From an optimization exercise on the open Yosys and OpenROAD flow, aimed at small area; shortcuts taken in it are not production practice.
Only simulation tests tie the RTL to the original design; equivalence was not proved.
No activity file was given, so power comes from the tool's default toggle rates.

==> v33 <==
==> flow/design.v <==
module tms6100_core (
    input  wire        clk,
    input  wire        rst,         
    input  wire        m0,
    input  wire        m1,
    input  wire        hclk,
    input  wire [3:0]  add,
    output wire        data_low,    
    input  wire        rise_ie,
    input  wire        fall_ie,
    input  wire        act_clr,
    output reg         act,
    input  wire        cfg_we,
    input  wire [5:0]  cfg_addr,
    input  wire [15:0] cfg_wdata,
    output wire [15:0] mem_addr,
    input  wire [7:0]  mem_rdata
);
    reg        bank_map  [0:15];
    reg [2:0]  bank_desc [0:15];
    always @(posedge clk) begin
        if (cfg_we && cfg_addr[5:4] == 2'b00) begin
            bank_map[cfg_addr[3:0]]  <= cfg_wdata[3];
            bank_desc[cfg_addr[3:0]] <= cfg_wdata[2:0];
        end
    end
    reg  [1:0]  ph;                  
    reg  [45:0] ring_e [0:3];        
    reg  [45:0] ring_o [0:3];        
    wire [1:0]  wpos   = cfg_addr[2:1] + ph + 2'd1;
    wire        we_b   = cfg_we & (cfg_addr[5:3] == 3'b100);
    wire        we_w   = cfg_we & (cfg_addr[5:3] == 3'b101);
    wire        we_l   = cfg_we & (cfg_addr[5:3] == 3'b110);
    integer p;
    always @(posedge clk) begin
        ph <= ph + 2'd1;
        for (p = 0; p < 4; p = p + 1) begin
            ring_e[p] <= ~ring_e[(p + 3) % 4];
            ring_o[p] <= ~ring_o[(p + 3) % 4];
            if (wpos == p[1:0]) begin
                if (!cfg_addr[0]) begin
                    if (we_b) ring_e[p][45:30] <= p[0] ? ~cfg_wdata        : cfg_wdata;
                    if (we_w) ring_e[p][29:15] <= p[0] ? ~cfg_wdata[14:0]  : cfg_wdata[14:0];
                    if (we_l) ring_e[p][14:0]  <= p[0] ? ~cfg_wdata[14:0]  : cfg_wdata[14:0];
                end else begin
                    if (we_b) ring_o[p][45:30] <= p[0] ? ~cfg_wdata        : cfg_wdata;
                    if (we_w) ring_o[p][29:15] <= p[0] ? ~cfg_wdata[14:0]  : cfg_wdata[14:0];
                    if (we_l) ring_o[p][14:0]  <= p[0] ? ~cfg_wdata[14:0]  : cfg_wdata[14:0];
                end
            end
        end
    end
    function automatic [17:0] inc18(input [17:0] x, input ci);
        integer i;
        reg c;
        begin
            c = ci;
            for (i = 0; i < 18; i = i + 1) begin
                inc18[i] = x[i] ^ c;
                c = x[i] & c;
            end
        end
    endfunction
    function automatic [15:0] add16(input [15:0] x, input [13:0] y);
        integer i;
        reg c, yi;
        begin
            c = 1'b0;
            for (i = 0; i < 16; i = i + 1) begin
                yi = (i < 14) ? y[i] : 1'b0;
                add16[i] = x[i] ^ yi ^ c;
                c = (x[i] & yi) | (x[i] & c) | (yi & c);
            end
        end
    endfunction
    function automatic less15(input [13:0] x, input [14:0] y);
        integer i;
        reg r, nx;
        begin
            r = 1'b0;
            for (i = 0; i < 15; i = i + 1) begin
                nx = (i < 14) ? ~x[i] : 1'b1;
                r = (nx & y[i]) | (nx & r) | (y[i] & r);
            end
            less15 = r;
        end
    endfunction
    localparam [1:0] S_IA = 2'd0,    
                     S_DM = 2'd1,    
                     S_FE = 2'd2,    
                     S_SQ = 2'd3;    
    localparam [2:0] Q_W0  = 3'd0,   
                     Q_C0  = 3'd1,   
                     Q_W1D = 3'd2,   
                     Q_W1  = 3'd3,   
                     Q_C1  = 3'd4;   
    reg [17:0] addr;
    reg [1:0]  st;
    reg [2:0]  cnt;
    reg        pend_a;       
    reg        pend_m;       
    reg        out_latch;
    reg        lat_pend;     
    reg        map;          
    reg [2:0]  dcur;         
    reg        ok_q;         
    reg        pad_q;        
    reg        match_q;      
    reg [7:0]  ptr_lo;       
    reg        m0_q, m1_q, hclk_q;
    wire m0_rise   = m0 & ~m0_q & rise_ie;
    wire m1_rise   = m1 & ~m1_q & rise_ie;
    wire hclk_fall = ~hclk & hclk_q & fall_ie;
    wire [13:0] off     = addr[13:0];
    wire [17:0] addr_p1 = inc18(addr, 1'b1);
    wire        match   = (dcur[2:1] + ph) == 2'd0;
    wire [45:0] fld     = dcur[0] ? ring_o[0] : ring_e[0];
    wire [15:0] base    = fld[45:30];
    wire [14:0] win     = fld[29:15];
    wire [14:0] len     = fld[14:0];
    wire        inwin  = less15(off, win);
    wire        pad    = ~less15(off, len);
    wire        val    = map & inwin & ~pad;     
    assign mem_addr = add16(base, off);
    wire ready  = (st == S_FE) & ok_q;
    wire dummy  = (st == S_DM) & map;
    assign data_low = ready & ~pend_a & ~out_latch;
    wire [2:0] nib_count = (st == S_IA) ? cnt : 3'd0;
    reg [17:0] addr_n;
    reg [1:0]  st_n;
    reg [2:0]  cnt_n;
    reg [7:0]  ptr_lo_n;
    reg        pend_a_n, pend_m_n, out_latch_n, act_n, lat_pend_n;
    always @* begin
        addr_n      = addr;
        st_n        = st;
        cnt_n       = cnt;
        ptr_lo_n    = ptr_lo;
        pend_a_n    = pend_a;
        pend_m_n    = pend_m;
        out_latch_n = out_latch;
        act_n       = act;
        lat_pend_n  = lat_pend;
        if (rst) begin
            st_n        = S_IA;
            cnt_n       = 3'd0;
            pend_a_n    = 1'b0;
            pend_m_n    = 1'b0;
            out_latch_n = 1'b1;
            act_n       = 1'b0;
            lat_pend_n  = 1'b0;
        end else if (st == S_SQ) begin
            case (cnt)
                Q_W0: begin
                    if (match) begin
                        pend_m_n = val;
                        cnt_n    = Q_C0;
                    end
                end
                Q_C0: begin
                    ptr_lo_n     = pend_m ? mem_rdata : 8'h00;
                    addr_n[13:0] = addr_p1[13:0];
                    pend_a_n     = &addr[13:0];
                    cnt_n        = Q_W1D;
                end
                Q_W1D: begin
                    cnt_n = Q_W1;
                end
                Q_W1: begin
                    if (match) begin
                        pend_m_n = val;
                        if (map) begin
                            cnt_n = Q_C1;
                        end else begin
                            st_n     = S_IA;     
                            cnt_n    = 3'd0;
                            pend_a_n = 1'b0;
                            pend_m_n = 1'b0;
                        end
                    end
                end
                default: begin
                    addr_n[7:0]  = ptr_lo;
                    addr_n[13:8] = pend_m ? mem_rdata[5:0] : 6'd0;
                    pend_a_n     = 1'b0;
                    pend_m_n     = 1'b0;
                    st_n         = S_FE;
                    cnt_n        = 3'd0;
                end
            endcase
        end else begin
            if (act_clr)
                act_n = 1'b0;
            if (lat_pend & match_q) begin
                out_latch_n = ~pad_q & mem_rdata[cnt];
                lat_pend_n  = 1'b0;
            end
            if (m1_rise) begin
                pend_a_n = 1'b1;
                act_n    = 1'b1;
            end
            if (m0_rise) begin
                act_n = 1'b1;
                if (st == S_IA) begin
                    cnt_n = 3'd0;            
                end else begin
                    pend_m_n = 1'b1;
                    if (ready)
                        lat_pend_n = 1'b1;
                end
            end
            if (hclk_fall) begin
                pend_a_n = 1'b0;
                pend_m_n = 1'b0;
                if (pend_a & ~pend_m) begin
                    case (nib_count)
                        3'd0: addr_n[3:0]   = add;
                        3'd1: addr_n[7:4]   = add;
                        3'd2: addr_n[11:8]  = add;
                        3'd3: addr_n[15:12] = add;
                        default: addr_n[17:16] = add[1:0];
                    endcase
                    if (nib_count == 3'd4) begin
                        st_n  = S_DM;
                        cnt_n = 3'd0;
                    end else begin
                        st_n  = S_IA;
                        cnt_n = nib_count + 3'd1;
                    end
                end else if (pend_a & pend_m) begin
                    if (dummy) begin
                        st_n  = S_SQ;        
                        cnt_n = Q_W0;
                    end else begin
                        st_n  = S_IA;        
                        cnt_n = 3'd0;
                    end
                end else if (pend_m) begin
                    if (dummy) begin
                        st_n  = S_FE;        
                        cnt_n = 3'd0;
                    end else if (cnt == 3'd7) begin
                        addr_n = addr_p1;    
                        st_n   = S_FE;
                        cnt_n  = 3'd0;
                    end else begin
                        cnt_n = cnt + 3'd1;
                    end
                end
            end
        end
    end
    wire       nxbank = (st == S_SQ) & pend_a & (cnt != Q_C1);
    wire [3:0] bank_l = addr[17:14] + {3'd0, nxbank};
    always @(posedge clk) begin
        m0_q      <= m0;
        m1_q      <= m1;
        hclk_q    <= hclk;
        addr      <= addr_n;
        st        <= st_n;
        cnt       <= cnt_n;
        ptr_lo    <= ptr_lo_n;
        pend_a    <= pend_a_n;
        pend_m    <= pend_m_n;
        out_latch <= out_latch_n;
        act       <= act_n;
        lat_pend  <= lat_pend_n;
        map       <= bank_map[bank_l];
        dcur      <= bank_desc[bank_l];
        match_q   <= match;
        if (match) begin
            ok_q  <= map & inwin;
            pad_q <= pad;
        end
    end
endmodule
==> flow/flow/run.sh <==
#!/bin/bash
# Standard synthesis and layout, with two changes to how the layout is made:
# - port buffers use the smallest buffer cell instead of the default one;
# - the clock tree clusters up to 28 sinks within 70 um per leaf buffer and
#   inserts no dummy loads.
# Each step's full output goes to a log file of its own in the work folder.
set -euo pipefail
export BUFFER_PORTS_ARGS="-buffer_cell sky130_fd_sc_hd__buf_1"
export CTS_ARGS="-sink_clustering_enable -repair_clock_nets -sink_clustering_size 28 -sink_clustering_max_diameter 70 -dont_use_dummy_load"
bash standard.sh synth > synth.log 2>&1
bash standard.sh floorplan > floorplan.log 2>&1
bash standard.sh place > place.log 2>&1
bash standard.sh cts > cts.log 2>&1
bash standard.sh route > route.log 2>&1
bash standard.sh finish > finish.log 2>&1
==> flow/standard.sh <==
#!/bin/bash
# synth_recipe.tcl (not shown) runs the flow's synth.tcl, then flattens the netlist and writes it again
# the make line also repeats each setting of config.mk as NAME=value (left out here)
make -C /OpenROAD-flow-scripts/flow DESIGN_CONFIG=/design/flow/config.mk WORK_HOME=/design/flow/orfs CLKGATE_MAP_FILE= SYNTH_SCRIPT=/design/flow/synth_recipe.tcl "${@:-finish}"
==> flow/config.mk <==
export PLATFORM = sky130hd
export DESIGN_NAME = tms6100_core
export DESIGN_NICKNAME = tms6100_core
export VERILOG_FILES = /design/flow/design.v
export SDC_FILE = /design/flow/constraint.sdc
export NUM_CORES = 4
export LEC_CHECK = 0
export CAP_MARGIN = 20
export CORE_MARGIN = 2
export CORE_UTILIZATION = 72
export SLEW_MARGIN = 20
==> flow/constraint.sdc <==
create_clock -name core_clock -period 12.0 [get_ports {clk}]
set_input_delay 2.4000 -clock core_clock [delete_from_list [all_inputs] [get_ports {clk}]]
set_output_delay 2.4000 -clock core_clock [all_outputs]
set_load 0.01 [all_outputs]
==> inputs of v22, as changes to v33 <==
--- a/flow/design.v
+++ b/flow/design.v
@@ -93,3 +93,2 @@
                      Q_C0  = 3'd1,   
-                     Q_W1D = 3'd2,   
                      Q_W1  = 3'd3,   
@@ -103,4 +102,2 @@
     reg        lat_pend;     
-    reg        map;          
-    reg [2:0]  dcur;         
     reg        ok_q;         
@@ -115,2 +112,6 @@
     wire [17:0] addr_p1 = inc18(addr, 1'b1);
+    wire        nxbank  = (st == S_SQ) & pend_a & (cnt != Q_C1);
+    wire [3:0]  bank_l  = addr[17:14] + {3'd0, nxbank};
+    wire        map     = bank_map[bank_l];        
+    wire [2:0]  dcur    = bank_desc[bank_l];       
     wire        match   = (dcur[2:1] + ph) == 2'd0;
@@ -163,6 +164,3 @@
                     pend_a_n     = &addr[13:0];
-                    cnt_n        = Q_W1D;
-                end
-                Q_W1D: begin
-                    cnt_n = Q_W1;
+                    cnt_n        = Q_W1;
                 end
@@ -252,4 +250,2 @@
     end
-    wire       nxbank = (st == S_SQ) & pend_a & (cnt != Q_C1);
-    wire [3:0] bank_l = addr[17:14] + {3'd0, nxbank};
     always @(posedge clk) begin
@@ -267,4 +263,2 @@
         lat_pend  <= lat_pend_n;
-        map       <= bank_map[bank_l];
-        dcur      <= bank_desc[bank_l];
         match_q   <= match;
--- a/flow/flow/run.sh
+++ b/flow/flow/run.sh
@@ -3,3 +3,3 @@
 # - port buffers use the smallest buffer cell instead of the default one;
-# - the clock tree clusters up to 28 sinks within 70 um per leaf buffer and
+# - the clock tree clusters up to 30 sinks within 80 um per leaf buffer and
 #   inserts no dummy loads.
@@ -8,3 +8,3 @@
 export BUFFER_PORTS_ARGS="-buffer_cell sky130_fd_sc_hd__buf_1"
-export CTS_ARGS="-sink_clustering_enable -repair_clock_nets -sink_clustering_size 28 -sink_clustering_max_diameter 70 -dont_use_dummy_load"
+export CTS_ARGS="-sink_clustering_enable -repair_clock_nets -sink_clustering_size 30 -sink_clustering_max_diameter 80 -dont_use_dummy_load"
 bash standard.sh synth > synth.log 2>&1
CORE_UTILIZATION = 65   (was 72)
==> inputs of v17, as changes to v33 <==
--- a/flow/flow/run.sh
+++ b/flow/flow/run.sh
@@ -3,3 +3,3 @@
 # - port buffers use the smallest buffer cell instead of the default one;
-# - the clock tree clusters up to 28 sinks within 70 um per leaf buffer and
+# - the clock tree clusters up to 30 sinks within 80 um per leaf buffer and
 #   inserts no dummy loads.
@@ -8,3 +8,3 @@
 export BUFFER_PORTS_ARGS="-buffer_cell sky130_fd_sc_hd__buf_1"
-export CTS_ARGS="-sink_clustering_enable -repair_clock_nets -sink_clustering_size 28 -sink_clustering_max_diameter 70 -dont_use_dummy_load"
+export CTS_ARGS="-sink_clustering_enable -repair_clock_nets -sink_clustering_size 30 -sink_clustering_max_diameter 80 -dont_use_dummy_load"
 bash standard.sh synth > synth.log 2>&1
CORE_UTILIZATION = 65   (was 72)
==> comparison <==
In synthesized area, v33 and v17 do not differ.
Between v17 and v33, the lower global-route usage is in v17 (gap 2.7 points).
Against v22, the total power of v33 is larger by 1.9%.
The lowest final area belongs to v17, the highest to v22.

## port drivers added, routing unchanged
In the flow no input, the clock included, has a driving cell. The finished layouts below were timed again as built, in two steps.
Step 1, drivers: a clkbuf_16 drives clk and a buf_2 each remaining input, both assumed.
Step 2, shift: input delay + t, output delay - t, t = (earliest + latest rising clock arrival at the registers) / 2. This alone moves slack from input paths to output paths.
a / b / c = ideal ports / drivers / drivers and shift; a / b = the first two.
run	t, ns	setup WS [ns]	latest minus earliest clock arrival (ns)	slew at the worst register clock pin (ns)
v33	0.572	1.914 / 1.864 / 2.436	0.065 / 0.065	0.10 / 0.10
v22	0.583	0.449 / 0.398 / 0.980	0.039 / 0.039	0.11 / 0.11
v17	0.554	1.565 / 1.515 / 2.069	0.087 / 0.088	0.11 / 0.11
After both steps setup and hold are still met in every run listed.
